What follows belongs to an exercise in optimizing a design on an open flow for small area, a short achievable clock period and few clock cycles; a production flow would make more cautious choices.
RTL that was checked went through simulation tests only; none was proved equivalent to the original.
Power and IR drop assume default switching activity.

## sw_link_core
module sw_link_core (
    input  wire         clk,
    input  wire         rst,             
    input  wire [7:0]   cfg_self_addr,   
    input  wire [7:0]   cfg_peer_addr,   
    input  wire [6:0]   prog_len,        
    output wire [5:0]   prog_addr,       
    input  wire [7:0]   prog_data,       
    output wire         call_valid,
    output wire [3:0]   call_op,
    output wire [3:0]   call_len,
    output wire [111:0] call_data,
    input  wire         call_ready,
    input  wire         resp_ok,
    input  wire [1:0]   resp_mode,
    input  wire [3:0]   resp_len,
    input  wire [111:0] resp_data,
    input  wire         irq_rx,          
    input  wire         host_req,        
    input  wire [23:0]  host_slots,
    output wire [5:0]   err,
    output wire [1:0]   rej_reason,
    output wire [1:0]   lsm_state,
    output wire [5:0]   ord_code,
    output wire         halted
);
    localparam [3:0] OP_ENTER_RX    = 4'd0,
                     OP_TX_NONEMPTY = 4'd1,
                     OP_FLUSH_TX    = 4'd2,
                     OP_SEND        = 4'd3,
                     OP_READ_STATUS = 4'd4,
                     OP_RX_NONEMPTY = 4'd5,
                     OP_FLUSH_RX    = 4'd6,
                     OP_RECEIVE     = 4'd7,
                     OP_SAMPLE      = 4'd8,
                     OP_EMIT        = 4'd9;
    localparam [1:0] M_IDLE = 2'd0, M_RX = 2'd1, M_TX = 2'd2, M_REC = 2'd3;
    localparam [4:0] X_NOP        = 5'b00_000,
                     X_SAMPLE     = 5'b00_010,
                     X_HOSTFWD    = 5'b00_011,
                     X_ORDREQ_ACK = 5'b00_100,
                     X_ENC_VALUE  = 5'b01_000,
                     X_ENC_ORDER  = 5'b01_001,
                     X_DEC_VALUE  = 5'b01_010,
  ...
export LEC_CHECK = 0
export ABC_AREA = 1
export CAP_MARGIN = 20
export CORE_MARGIN = 2
export CORE_UTILIZATION = 35
export CTS_CLUSTER_DIAMETER = 150
export CTS_CLUSTER_SIZE = 25
export SETUP_SLACK_MARGIN = 2.8
export SLEW_MARGIN = 20
create_clock -name core_clock -period 5.0 [get_ports {clk}]
standard.sh (not shown) runs the stock make flow with config.mk's settings and CLKGATE_MAP_FILE= SYNTH_SCRIPT=/design/flow/synth_recipe.tcl, a recipe that flattens the netlist after the stock synthesis.
==> flow/flow/run.sh <==
#!/bin/bash
# Standard layout, with the port buffers made of the smallest buffer cell.
set -euo pipefail
export BUFFER_PORTS_ARGS="-buffer_cell sky130_fd_sc_hd__buf_1"
bash standard.sh > standard_flow.log 2>&1
Next try:
--- a/flow/design.v
+++ b/flow/design.v
@@ -182,52 +182,33 @@
     reg  [5:0]  j_key, j_to;
     reg         p_seq;           
     reg         mg;              
     reg         sr_v;
     reg  [5:0]  sr_at;
     reg  [5:0]  prev_pc;         
     reg         p_tsk;           
-    reg         d_v;
-    reg  [5:0]  d_key;           
-    reg  [5:0]  d_to, d_fall;    
-    reg         d_val;           
-    reg         p_dec;           
-    reg         d_isv;           
     wire        j_hit   = j_v & (j_key == pc);
     wire        w_tsk   = (w[7:6] == 2'b10) & skip_no;
     wire        sr_hit  = sr_v & (sr_at == pc) & skip_no;
-    wire        d_hit   = d_v & (d_key == pc);
-    wire        d_ok    = d_val ? rx_vok_d : rx_ook_d;
-    wire [5:0]  pc_nxt  = ~w_ctl            ? (j_hit ? j_to : d_hit ? (d_ok ? d_fall : d_to) : pc_inc) :
+    wire [5:0]  pc_nxt  = ~w_ctl            ? (j_hit ? j_to : pc_inc) :
                           (w[7:6] == 2'b11) ? w[5:0]  :
                           w_tsk             ? (sr_hit ? j_to : pc_skip) : pc_inc;
     wire        w_static = (w[7:6] == 2'b11) | (w[7:1] == 7'd0);
     wire [5:0]  w_succ   = w[7] ? w[5:0] : pc_inc;
     wire        take     = adv & ~halt_r;
     always @(posedge clk) begin
         if (rst) begin
             j_v   <= 1'b0;
             mg    <= 1'b0;
             p_seq <= 1'b0;
             sr_v  <= 1'b0;
             p_tsk <= 1'b0;
-            d_v   <= 1'b0;
-            p_dec <= 1'b0;
         end else if (take) begin
-            p_dec <= (w[7:1] == 7'b0001001) & ~j_hit & ~d_hit;
-            d_isv <= (w == 8'h12);
-            if (p_dec && w[7:4] == 4'hA) begin
-                d_v    <= 1'b1;
-                d_key  <= pc - 6'd1;
-                d_to   <= pc_skip;
-                d_fall <= pc_inc;
-                d_val  <= d_isv;
-            end
             mg      <= (~w_ctl & j_hit) | (w_tsk & sr_hit);
-            p_seq   <= ~w_ctl & ~j_hit & ~d_hit;
+            p_seq   <= ~w_ctl & ~j_hit;
             p_tsk   <= w_tsk & ~sr_hit;
             prev_pc <= pc;
             if (w_static && (mg || p_seq)) j_v <= 1'b1;
             if (w_static && p_seq && !mg) sr_v <= 1'b0;
             else if (w_static && p_tsk && j_v && j_key == pc - 6'd1) begin
                 sr_v  <= 1'b1;
                 sr_at <= prev_pc;
Wire length went down by roughly a tenth.
Fmax went up by a few percent.
Critical path depth went up by 8.
Utilization went down by 1.0 points.
Power went down by a few percent.
Clock-buffer cell count went down by 3.
Sequential power went down by a few percent.
Synthesized area went down by a few percent.
Worst setup slack improves by 52 ps.
Via count went down by a little under a tenth.
Testbench counts after the change, summed over its fixed seeds: cycles 28,475.
For the first run of this note, only the layout was checked, not whether the RTL still works.

north:
sw_link_core, a different RTL version from the one above (not shown whole).
For scale: roughly 2300 cells after synthesis, ~320 I/O pins, ~21000 um2 of cells after synthesis.
==> flow/config.mk <==
export PLATFORM = sky130hd
export DESIGN_NAME = sw_link_core
export DESIGN_NICKNAME = sw_link_core
export VERILOG_FILES = /design/flow/design.v
export SDC_FILE = /design/flow/constraint.sdc
export NUM_CORES = 4
export LEC_CHECK = 0
export ABC_AREA = 1
export CAP_MARGIN = 20
export CORE_MARGIN = 2
export CORE_UTILIZATION = 35
export CTS_CLUSTER_DIAMETER = 150
export CTS_CLUSTER_SIZE = 25
export SETUP_SLACK_MARGIN = 2.8
export SLEW_MARGIN = 20
==> flow/constraint.sdc <==
create_clock -name core_clock -period 5.0 [get_ports {clk}]
set_input_delay 1.0000 -clock core_clock [delete_from_list [all_inputs] [get_ports {clk}]]
set_output_delay 1.0000 -clock core_clock [all_outputs]
set_load 0.01 [all_outputs]
Scripts as last shown in full above: flow/flow/run.sh
What south does differently from north at the input level:
--- a/flow/design.v
+++ b/flow/design.v
@@ -181,35 +181,38 @@
     reg         j_v;
     reg  [5:0]  j_at, j_to;
     reg         p_seq;           
     reg         mg;              
     reg         d_v;
     reg  [5:0]  d_key, d_to;     
     reg         d_val;           
     reg         p_dec;           
     reg         d_isv;           
     wire        w_jmp   = (w[7:6] == 2'b11);
     wire        w_skip  = (w[7:6] == 2'b10) & skip_no;
     wire [5:0]  pc_raw  = ~w_ctl ? pc_inc : w_jmp ? w[5:0] : w_skip ? pc_skip : pc_inc;
-    wire [5:0]  j_atm1  = j_at - 6'd1;
-    wire [5:0]  j_dist  = j_atm1 - pc;
-    wire        j_inc   = (pc == j_atm1);
-    wire        j_skp   = (j_dist[5:4] == 2'b00) & (j_dist[3:0] == w[3:0]);
-    wire        redir   = j_v & (~w_ctl ? j_inc :
-                                 w_jmp  ? (w[5:0] == j_at) :
-                                 w_skip ? j_skp : j_inc);
+    wire        redir   = j_v & (pc == j_at) & (~w_ctl | ~(w_jmp | w_skip));
     wire        d_hit   = d_v & (d_key == pc);
     wire        d_ok    = d_val ? rx_vok_d : rx_ook_d;
     wire [5:0]  pc_inc2 = pc + 6'd2;
-    wire [5:0]  pc_nxt  = redir ? j_to : (~w_ctl & d_hit) ? (d_ok ? pc_inc2 : d_to) : pc_raw;
+    wire        s_j     = redir;
+    wire        s_dh    = ~redir & ~w_ctl & d_hit;
+    wire        s_d2    = s_dh & d_ok;
+    wire        s_dt    = s_dh & ~d_ok;
+    wire        s_jmp   = ~redir & w_ctl & w_jmp;
+    wire        s_skp   = ~redir & w_ctl & w_skip;
+    wire        s_inc   = ~redir & ~(~w_ctl & d_hit) & ~(w_ctl & (w_jmp | w_skip));
+    wire [5:0]  pc_nxt  = ({6{s_j}}   & j_to)    | ({6{s_d2}}  & pc_inc2) |
+                          ({6{s_dt}}  & d_to)    | ({6{s_jmp}} & w[5:0])  |
+                          ({6{s_skp}} & pc_skip) | ({6{s_inc}} & pc_inc);
     wire        w_static = (w[7:6] == 2'b11) | (w[7:1] == 7'd0);
     wire [5:0]  w_succ   = w[7] ? w[5:0] : pc_inc;
     wire        take     = adv & ~halt_r;
     always @(posedge clk) begin
         if (rst) begin
             j_v   <= 1'b0;
             mg    <= 1'b0;
             p_seq <= 1'b0;
             d_v   <= 1'b0;
             p_dec <= 1'b0;
         end else if (take) begin
             mg    <= redir;
@@ -219,25 +222,25 @@
                 d_v   <= 1'b1;
                 d_key <= pc - 6'd1;
                 d_to  <= pc_skip;
                 d_val <= d_isv;
             end
             d_isv <= (w == 8'h12);
             if (w_static && (mg || p_seq)) j_v <= 1'b1;
         end
     end
     always @(posedge clk) begin
         if (!halt_r && w_static && (mg || p_seq)) begin
             j_to <= w_succ;
-            if (!mg) j_at <= pc;
+            if (!mg) j_at <= pc - 6'd1;
         end
     end
     reg         w_call;
     reg [3:0]   w_op;
     always @(*) begin
         w_call = 1'b1;
         case (w[5:0])
             6'h02:   w_op = OP_SAMPLE;
             6'h03:   w_op = OP_EMIT;
             6'h31:   begin w_op = OP_TX_NONEMPTY; w_call = tx_nz_d; end
             6'h32:   w_op = OP_READ_STATUS;
             6'h33:   w_op = OP_RECEIVE;
[summary]
- Max total number of tap cells across south and north: north
- Share of the synthesized area in compound gates (AO/OA/AOI/OAI) in south is 0.39 points lower than in north
- Smallest hold slack improves in south relative to north.
- Of south and north, north shows the higher routed wire length, with south below it.
- The initial core utilization on north is in line with that on south.
- Looking at biggest cell delay along the critical path, south sits below north.
- Summary of the comparison: xor/xnor share of the synthesized area is lower in south, relative to north.
- Non-clock buffer count: south vs north, no meaningful difference
- Total power of the final layout was lower in the run labelled north.
- The run showing the greater share of the final layout cell area in sequential cells is south.
- Between north and south, largest net degree at the start of global routing increased.
- Final clock period utilization by the worst path sits lower in south than in north.
- The clock buffer and inverter area fraction after layout of north and that of south are within noise of each other.
No run of this note included a check of the RTL's function; only the layout flow was run.

-- re-timing with driven ports --
The flow's constraints put no driver on any port. The routed layouts listed below were extracted and timed again, unchanged, in two steps.
Step 1 sets driving cells, clkbuf_16 on the clock port and buf_2 on the other inputs (assumed; they add their load-dependent delay and slew).
Step 2 also shifts input and output timing later by t, the mid clock arrival at the registers, as if the neighbouring blocks saw the same clock.
Slacks: no drivers / after step 1 / after step 2; pairs: no drivers / after step 1.
run | t (ns) | setup WS [ns] | slew at the worst register clock pin (ns)
the first run of note 1 | 0.648 | 2.782 / 2.719 / 2.200 | 0.11 / 0.11
the second run of note 1 | 0.630 | 2.834 / 2.779 / 2.231 | 0.11 / 0.11
north | 0.639 | 2.258 / 2.258 / 1.721 | 0.11 / 0.11
south | 0.627 | 2.710 / 2.707 / 2.107 | 0.11 / 0.11
After both steps setup and hold are still met in every run listed.
